This design comes from an exercise in tuning for small area, a short achievable clock period and few clock cycles on the open sky130 flow, not from production work. At most, simulation tests tie the RTL to the original design; equivalence was not proved. Power figures rest on the tool's default switching activity, not on a simulated workload.

// cic_core
module cic_core (
    input  wire        clk,
    input  wire        rst,
    input  wire        start,
    input  wire        region_pal,
    input  wire        abort_req,
    input  wire [7:0]  seed,
    input  wire [47:0] checksum,    
    input  wire        pif_clk,
    input  wire        pif_din,
    output wire        drive_low,
    output wire        ready,
    output wire        busy,
    output wire        lockup,
    output reg  [1:0]  outcome
);
Size: about 1200 cells after synthesis, about 220 flip-flops, ~69 I/O pins, roughly 13000 µm² of cells after synthesis.
export LEC_CHECK = 0
export ABC_CLOCK_PERIOD_IN_PS = 2500
export CAP_MARGIN = 20
export CORE_MARGIN = 2
export CORE_UTILIZATION = 50
export CTS_CLUSTER_DIAMETER = 80
export CTS_CLUSTER_SIZE = 30
export PLACE_DENSITY = 0.6
export SETUP_SLACK_MARGIN = 4.4
export SLEW_MARGIN = 20
create_clock -name core_clock -period 7.0 [get_ports {clk}]
standard.sh (not shown) runs the stock make flow with config.mk's settings and CLKGATE_MAP_FILE= SYNTH_SCRIPT=/design/flow/synth_recipe.tcl, a recipe that flattens the netlist after the stock synthesis.
==> flow/flow/run.sh <==
#!/bin/bash
# The standard layout, with the port buffers made of buf_1 cells (which
# the resizer may size up) instead of the default delay-buffer cell.
set -euo pipefail
export BUFFER_PORTS_ARGS="-buffer_cell sky130_fd_sc_hd__buf_1"
bash standard.sh > standard_flow.log 2>&1
Testbench counts at the start, summed over its fixed seeds: cycles 47,175.
Change:
==> flow/flow/run.sh (replaced) <==
#!/bin/bash
# The standard layout, with the port buffers made of buf_2 cells (which
# the resizer may size up) instead of the default delay-buffer cell.
set -euo pipefail
export BUFFER_PORTS_ARGS="-buffer_cell sky130_fd_sc_hd__buf_2"
bash standard.sh > standard_flow.log 2>&1
- CTS_CLUSTER_DIAMETER: 80 -> 70
- CTS_CLUSTER_SIZE: 30 -> 24
- SETUP_SLACK_MARGIN: 4.4 -> 4.45
Effect: The changed run produced a clean layout. Via count rose slightly. Design area rose by a few percent. Global-route usage rose by 0.49 points. Critical path depth fell by 1. Clock power rose by about a fifth. Wire length rose by a few percent. Utilization rose by 1.3 points. Clock-buffer cell count rose by 2.
Change:
- SETUP_SLACK_MARGIN: 4.45 -> 4.5
Outcome: Worst setup slack gains 0.017 ns. Utilization climbs by 0.13 points. Die area is unchanged. Wire length stays flat. Register-to-register slack gains 0.02 ns.

* * *

Setup of red:
cic_core again, from the RTL that the note above started with.
clock: 7.0 ns
lec_check: 0
abc_clock_period_in_ps: 2500
cap_margin: 20
core_margin: 2
core_utilization: 50
cts_cluster_diameter: 70
cts_cluster_size: 24
place_density: 0.6
setup_slack_margin: 4.4
slew_margin: 20
==> flow/flow/run.sh <==
#!/bin/bash
# The standard layout, with the port buffers made of buf_2 cells (which
# the resizer may size up) instead of the default delay-buffer cell.
set -euo pipefail
export BUFFER_PORTS_ARGS="-buffer_cell sky130_fd_sc_hd__buf_2"
bash standard.sh > standard_flow.log 2>&1
Testbench counts of red, summed over its fixed seeds: cycles 47,175.
For blue, these inputs were changed with respect to red:
# red
export LEC_CHECK = 0
export ABC_CLOCK_PERIOD_IN_PS = 2500
export CAP_MARGIN = 20
export CORE_MARGIN = 2
export CORE_UTILIZATION = 50
export CTS_CLUSTER_DIAMETER = 70
export CTS_CLUSTER_SIZE = 24
export PLACE_DENSITY = 0.6
export SETUP_SLACK_MARGIN = 4.4
export SLEW_MARGIN = 20
create_clock -name core_clock -period 7.0 [get_ports {clk}]
# blue
export LEC_CHECK = 0
export ABC_CLOCK_PERIOD_IN_PS = 2500
export CAP_MARGIN = 20
export CORE_MARGIN = 2
export CORE_UTILIZATION = 50
export CTS_CLUSTER_DIAMETER = 70
export CTS_CLUSTER_SIZE = 24
export PLACE_DENSITY = 0.7
export SETUP_SLACK_MARGIN = 4.4
export SLEW_MARGIN = 20
create_clock -name core_clock -period 7.0 [get_ports {clk}]
## What came out
~same cell-internal power in blue and red
As far as sequential cell count goes, blue and red are indistinguishable; the numbers are identical.
Cmp blue and red / worst-margin pin slew / lower: blue

* * *

Setup of south:
Another version of the RTL of cic_core (not shown whole).
Size: about 69 I/O pins, ~14000 um^2 of cells after synthesis.
Design cic_core, start of the top module:
module cic_core (
    input  wire        clk,
    input  wire        rst,
    input  wire        start,
    input  wire        region_pal,
    input  wire        abort_req,
    input  wire [7:0]  seed,
    input  wire [47:0] checksum,    
    input  wire        pif_clk,
    input  wire        pif_din,
    output wire        drive_low,
    output wire        ready,
    output wire        busy,
    output wire        lockup,
    output reg  [1:0]  outcome
);
Settings: LEC_CHECK=0, ABC_CLOCK_PERIOD_IN_PS=2500, CAP_MARGIN=20, CORE_MARGIN=2, CORE_UTILIZATION=50, PLACE_DENSITY=0.6, SETUP_SLACK_MARGIN=4.5, SLEW_MARGIN=20; clock period 7.0 ns.
Scripts as last shown in full above: flow/flow/run.sh
Input-level comparison between east and south:
- SETUP_SLACK_MARGIN: 4.5 -> 4.2
--- outcome ---
east reached the final stage; the timing, design-rule and antenna checks on its layout passed.
south: no failed stages, no open violations at the end
Where total power of the final layout is concerned, south is better than east.
On filler cell count, the lower figure sits with south, not east.
Looking at critical-path maximum fanout, east sits 36 higher than south does.
east vs. south: register cell area after layout level, routed wire length moved down.
Function was not checked in any run of this note: the RTL went through the layout flow alone.

* * *

== old ==
cic_core, a different RTL version from the one above (not shown whole).
Size: about 1200 cells after synthesis, roughly 220 flip-flops, about 69 I/O pins, about 13000 sq um of cells after synthesis.
// cic_core
module cic_core (
    input  wire        clk,
    input  wire        rst,
    input  wire        start,
    input  wire        region_pal,
    input  wire        abort_req,
    input  wire [7:0]  seed,
    input  wire [47:0] checksum,    
    input  wire        pif_clk,
    input  wire        pif_din,
    output wire        drive_low,
    output wire        ready,
    output wire        busy,
    output wire        lockup,
    output reg  [1:0]  outcome
);
export LEC_CHECK = 0
export ABC_CLOCK_PERIOD_IN_PS = 2500
export CAP_MARGIN = 20
export CORE_MARGIN = 2
export CORE_UTILIZATION = 60
export CTS_CLUSTER_DIAMETER = 70
export CTS_CLUSTER_SIZE = 24
export PLACE_DENSITY = 0.7
export SETUP_SLACK_MARGIN = 4.5
export SLEW_MARGIN = 20
create_clock -name core_clock -period 7.0 [get_ports {clk}]
Scripts as last shown in full above: flow/flow/run.sh
#### Input delta (new over old)
- swapping 0.7 for 0.6 in PLACE_DENSITY
- swapping 60 for 50 in CORE_UTILIZATION
Results
- new finished end to end and its layout was clean on timing, DRC and antenna.
- The fraction of met2 tracks used by global routing of new falls short of that of old by 3.5 points.
- new vs old on fmax: new is the higher one.
- Peak supply drop shrinks by more than 10% when moving from old to new.
- Total power of new exceeds that of old by a few percent.
No functional check of the RTL was part of any run of this note.

* * *

## garnet
Another version of the RTL of cic_core (not shown whole).
Size: about 1200 cells after synthesis, roughly 260 flip-flops, ~69 I/O pins, about 14000 um2 of cells after synthesis.
==> flow/config.mk <==
export PLATFORM = sky130hd
export DESIGN_NAME = cic_core
export DESIGN_NICKNAME = cic_core
export VERILOG_FILES = /design/flow/design.v
export SDC_FILE = /design/flow/constraint.sdc
export NUM_CORES = 4
export LEC_CHECK = 0
export ABC_CLOCK_PERIOD_IN_PS = 2500
export CAP_MARGIN = 20
export CORE_MARGIN = 2
export CORE_UTILIZATION = 50
export CTS_BUF_LIST = sky130_fd_sc_hd__clkbuf_4 sky130_fd_sc_hd__clkbuf_8
export PLACE_DENSITY = 0.6
export SETUP_SLACK_MARGIN = 4
export SLEW_MARGIN = 20
==> flow/constraint.sdc <==
create_clock -name core_clock -period 7.0 [get_ports {clk}]
set_input_delay 1.4000 -clock core_clock [delete_from_list [all_inputs] [get_ports {clk}]]
set_output_delay 1.4000 -clock core_clock [all_outputs]
set_load 0.01 [all_outputs]
run.sh (not shown) runs the stock make flow with config.mk's settings and CLKGATE_MAP_FILE= SYNTH_SCRIPT=/design/flow/synth_recipe.tcl, a recipe that flattens the netlist after the stock synthesis.
Stock flow here: none of the scripts above is used.
Testbench counts of garnet, summed over its fixed seeds: cycles 47,364.
Inputs modified between garnet and xenon:
- changing PLACE_DENSITY from 0.6 to 0.5
- changing CORE_UTILIZATION from 50 to 30
- changing SETUP_SLACK_MARGIN from 4 to 4.5
- removing CTS_BUF_LIST (formerly sky130_fd_sc_hd__clkbuf_4 sky130_fd_sc_hd__clkbuf_8)
--- outcome ---
Against garnet, xenon comes in 3.3% higher on net total in the final layout.
Looking at final HPWL from detailed placement across both flows, xenon is the weaker of the two, with garnet ahead.
The post-route minimum period in xenon sits 0.20 ns below the value recorded for garnet.
Cell type of the slowest stage on the worst timing path = sky130_fd_sc_hd__edfxtp_1: xenon; cell type of the slowest stage on the worst timing path = sky130_fd_sc_hd__fa_1: garnet
Looking at worst setup path endpoint, the m4[3]$_DFFE_PP_ result is from xenon; the m4[1]$_SDFFCE_PP1P_ one comes from garnet.
> inputs changed (xenon -> cedar)
- SETUP_SLACK_MARGIN changed from 4.5 to 4
Findings:
Taking xenon as the reference, in cedar depth of the CTS H-tree flat; non-clock buffering overhead in the final layout down 2.8 points; combined buffer and inverter count along the critical path down 1. Between cedar and xenon, the area of the mapped netlist does not differ in any meaningful way. STATUS number of vias after detailed routing: cedar wins against xenon. As far as width of the die goes, cedar and xenon are indistinguishable; the numbers are identical. cedar ended up with qa4[1]$_DFFE_PP_ as its capturing instance or port of the critical path; xenon ended up with m4[3]$_DFFE_PP_.

* * *

Another version of the RTL of cic_core (not shown whole).
For scale: about 1200 cells after synthesis, about 69 I/O pins, ~13000 um2 of cells after synthesis.
export LEC_CHECK = 0
export ABC_CLOCK_PERIOD_IN_PS = 2500
export CAP_MARGIN = 20
export CORE_MARGIN = 2
export CORE_UTILIZATION = 50
export CTS_CLUSTER_DIAMETER = 70
export CTS_CLUSTER_SIZE = 24
export PLACE_DENSITY = 0.6
export SETUP_SLACK_MARGIN = 4.5
export SLEW_MARGIN = 20
create_clock -name core_clock -period 7.0 [get_ports {clk}]
standard.sh (not shown) runs the stock make flow with config.mk's settings and CLKGATE_MAP_FILE= SYNTH_SCRIPT=/design/flow/synth_recipe.tcl, a recipe that flattens the netlist after the stock synthesis.
==> flow/flow/run.sh <==
#!/bin/bash
# The standard layout, with the port buffers made of buf_1 cells (which
# the resizer may size up) instead of the default delay-buffer cell.
set -euo pipefail
export BUFFER_PORTS_ARGS="-buffer_cell sky130_fd_sc_hd__buf_1"
bash standard.sh > standard_flow.log 2>&1
The baseline finished with timing, DRC and antenna clean.
Next try:
Settings changed: SETUP_SLACK_MARGIN 4.5 to 4.6.
After rerunning: Non-clock buffer count increases by 21; die area stays the same; worst setup slack improved by 0.043 ns; area after synthesis is unchanged; clock-buffer cell count increases by 1; clock skew decreases by 0.0072 ns; via count increases by about 2%.
Function was not checked in any run of this note: the RTL went through the layout flow alone.

* * *

## run A
cic_core with an RTL version that a note above also has.
For scale: ~1200 cells after synthesis, roughly 220 flip-flops, roughly 69 I/O pins, ~0.013 mm2 of cells after synthesis.
==> flow/config.mk <==
export PLATFORM = sky130hd
export DESIGN_NAME = cic_core
export DESIGN_NICKNAME = cic_core
export VERILOG_FILES = /design/flow/design.v
export SDC_FILE = /design/flow/constraint.sdc
export NUM_CORES = 4
export LEC_CHECK = 0
export ABC_CLOCK_PERIOD_IN_PS = 2500
export CAP_MARGIN = 20
export CORE_MARGIN = 2
export CORE_UTILIZATION = 50
export CTS_CLUSTER_DIAMETER = 70
export CTS_CLUSTER_SIZE = 24
export PLACE_DENSITY = 0.6
export SETUP_SLACK_MARGIN = 4.3
export SLEW_MARGIN = 20
==> flow/constraint.sdc <==
create_clock -name core_clock -period 7.0 [get_ports {clk}]
set_input_delay 1.4000 -clock core_clock [delete_from_list [all_inputs] [get_ports {clk}]]
set_output_delay 1.4000 -clock core_clock [all_outputs]
set_load 0.01 [all_outputs]
==> flow/flow/run.sh <==
#!/bin/bash
# The standard layout, with the port buffers made of buf_2 cells (which
# the resizer may size up) instead of the default delay-buffer cell.
set -euo pipefail
export BUFFER_PORTS_ARGS="-buffer_cell sky130_fd_sc_hd__buf_2"
bash standard.sh > standard_flow.log 2>&1
Run A reached the final stage; the timing, design-rule and antenna checks on its layout passed.
Testbench counts of run A, summed over its fixed seeds: cycles 47,175.
Relative to run A, the following input files were edited for run B:
- SETUP_SLACK_MARGIN: 4.3 -> 4.35
Summary of run B over run A: total number of vias moved down; detailed placer's ending HPWL moved up; core occupancy in the finished layout level.
Relative to run B, the following input files were edited for run C:
- a change of CTS_CLUSTER_SIZE from 24 to 28
- a change of CTS_CLUSTER_DIAMETER from 70 to 75
- a change of SETUP_SLACK_MARGIN from 4.35 to 4.4
### Flow results
The lower area added between synthesis and finish of run C and run B is in run B. Diff run B -> run C: worst slack on hold paths now sits lower; relative slew slack now larger; setup TNS after final layout comparable; clock network fraction of design power went down 1.2 points.
## Diff of input files: run D against run C
- a change of CTS_CLUSTER_DIAMETER from 75 to 80
- a change of CTS_CLUSTER_SIZE from 28 to 30
==> run notes <==
Run D closes out successfully: all stages finished, all timing, DRC and antenna checks passed. Area of all placed cells without fillers went up slightly going from run C to run D. Run D ends up with a number of buffers added for setup after CTS that is 1 higher than in run C. Run D and run C ended up with roughly the same combinational power. Per the comparison of run D with run C, met1 capacity usage during global routing went up; overall global routing resource usage did not really move; sequential share of layout area did not really move. When run D is measured against run C, its achievable frequency turns out 6.8 MHz higher. The shortest clock period the worst path allows after layout of run D falls short of that of run C by 0.044 ns.
diff inputs: run D => run E
- changing CTS_CLUSTER_DIAMETER from 80 to 70
- changing CTS_CLUSTER_SIZE from 30 to 24
==> flow/flow/run.sh <==
#!/bin/bash
# The standard layout, with the port buffers made of buf_1 cells (which
# the resizer may size up) instead of the default delay-buffer cell.
set -euo pipefail
export BUFFER_PORTS_ARGS="-buffer_cell sky130_fd_sc_hd__buf_1"
bash standard.sh > standard_flow.log 2>&1
Result: PASS for each of run D and run E
In the tables for run D and run E, minimum clock period after layout reads lower with run D.
The final instance area of run E and that of run D are within noise of each other.
Final count of negative-setup-slack endpoints: run D vs run E identical
Looking at share of final-layout standard cells stronger than drive strength 1 across run D and run E, the one that comes out lower is run E.
Worst hold slack was higher in the run labelled run E.
Of run D and run E, the lower met2 track utilization from global routing belongs to run E.
Diff run D..run E | highest cell delay on the worst timing path | negligible
Aggregate global-route resource usage: run D and run E compared, lower one is run E
On count of final hold-check violations, run D and run E are basically level.

* * *

Setup of JK:
cic_core, a different RTL version from the one above (not shown whole).
Size in the first run: ~1,200 cells after synthesis, ~230 flip-flops, about 69 I/O pins, ~0.013 mm^2 of cells after synthesis.
export LEC_CHECK = 0
export ABC_CLOCK_PERIOD_IN_PS = 2500
export CAP_MARGIN = 20
export CORE_MARGIN = 2
export CORE_UTILIZATION = 50
export CTS_CLUSTER_DIAMETER = 70
export CTS_CLUSTER_SIZE = 24
export PLACE_DENSITY = 0.6
export SETUP_SLACK_MARGIN = 4.5
export SLEW_MARGIN = 20
create_clock -name core_clock -period 7.0 [get_ports {clk}]
==> flow/flow/run.sh <==
#!/bin/bash
# The standard layout, with the port buffers made of buf_2 cells (which
# the resizer may size up) instead of the default delay-buffer cell.
set -euo pipefail
export BUFFER_PORTS_ARGS="-buffer_cell sky130_fd_sc_hd__buf_2"
bash standard.sh > standard_flow.log 2>&1
JK: full flow OK, the timing, design-rule and antenna checks passed
Testbench counts of JK, summed over its fixed seeds: cycles 47,364.
### JK -> MS
-- flow/config.mk --
<<< JK, line 10
export CORE_MARGIN = 2
export CORE_UTILIZATION = 50
export CTS_CLUSTER_DIAMETER = 70
export CTS_CLUSTER_SIZE = 24
export PLACE_DENSITY = 0.6
export SETUP_SLACK_MARGIN = 4.5
>>> MS, line 10
export CORE_MARGIN = 2
export CORE_UTILIZATION = 55
export CTS_CLUSTER_DIAMETER = 70
export CTS_CLUSTER_SIZE = 24
export PLACE_DENSITY = 0.65
export SETUP_SLACK_MARGIN = 4.5
Findings:
Setup slack: lower on MS
MS has area occupied by multi-input gates below what JK had.
When MS is set beside JK, its number of cells in the finished layout apart from fillers turns out to be 14 smaller.
Between MS and JK, number of core rows is lower for MS, JK comes in above that.
MS packs its core more tightly than JK.
Re final cycle utilization of the critical path: MS and JK aren't equal, and the lower value belongs to JK.
JK reports its cell at the slowest stage of the critical path as fa_2 while MS reports edfxtp_1.
MS against JK; final weighted congestion in routability-driven placement is up slightly.
Non-clock buffer count (higher): JK
Re maximum number of pins on one net before global-route repair: JK was higher than MS.
JK -> MS: combinational gate power decreased by a few percent

-- re-timing with driven ports --
How much do the figures lean on ideal ports? The routed layouts below were timed once more, with nothing changed but the port constraints. Step 1: set_driving_cell puts a clkbuf_16 on clk and a buf_2 on each other input, an assumption about the parent block. Step 2 adds t to the input delays and takes it off the output delays; t is the mean of the earliest and latest rising clock arrival at the registers after step 1. Input paths then give back, and output paths get back, about the clock's delay inside the block. a / b / c = ideal / step 1 / step 2; a / b = the first two.
run | t, ns | slack for setup (ns) | worst setup path after step 2
the first run of note 1 | 0.532 | 4.458 / 4.458 / 3.996 | input to register
the second run of note 1 | 0.548 | 4.522 / 4.476 / 4.084 | input to register
the third run of note 1 | 0.534 | 4.539 / 4.539 / 4.119 | input to register
red | 0.534 | 4.497 / 4.478 / 4.037 | input to register
blue | 0.527 | 4.432 / 4.432 / 4.058 | input to register
south | 0.595 | 4.510 / 4.492 / 4.117 | input to register
east | 0.597 | 4.338 / 4.338 / 4.001 | input to register
old | 0.526 | 4.401 / 4.401 / 4.079 | input to register
new | 0.543 | 4.436 / 4.436 / 4.105 | input to register
garnet | 0.605 | 3.986 / 3.986 / 3.591 | input to register
xenon | 0.618 | 4.189 / 4.189 / 3.983 | input to register
cedar | 0.615 | 4.014 / 4.007 / 3.494 | input to register
the first run of note 6 | 0.553 | 4.450 / 4.450 / 4.072 | input to register
the second run of note 6 | 0.532 | 4.493 / 4.493 / 4.102 | input to register
run A | 0.541 | 4.402 / 4.402 / 3.924 | input to register
run B | 0.534 | 4.401 / 4.401 / 3.926 | input to register
run C | 0.530 | 4.443 / 4.443 / 4.051 | input to register
run D | 0.528 | 4.487 / 4.462 / 4.052 | input to register
run E | 0.537 | 4.449 / 4.449 / 4.000 | input to register
JK | 0.530 | 4.568 / 4.555 / 4.087 | input to register
MS | 0.540 | 4.481 / 4.481 / 4.036 | input to register
After both steps setup and hold are still met in every run listed. For cedar, which loses most, drivers alone change the setup slack by -0.007 ns; drivers and shift together by -0.520 ns.
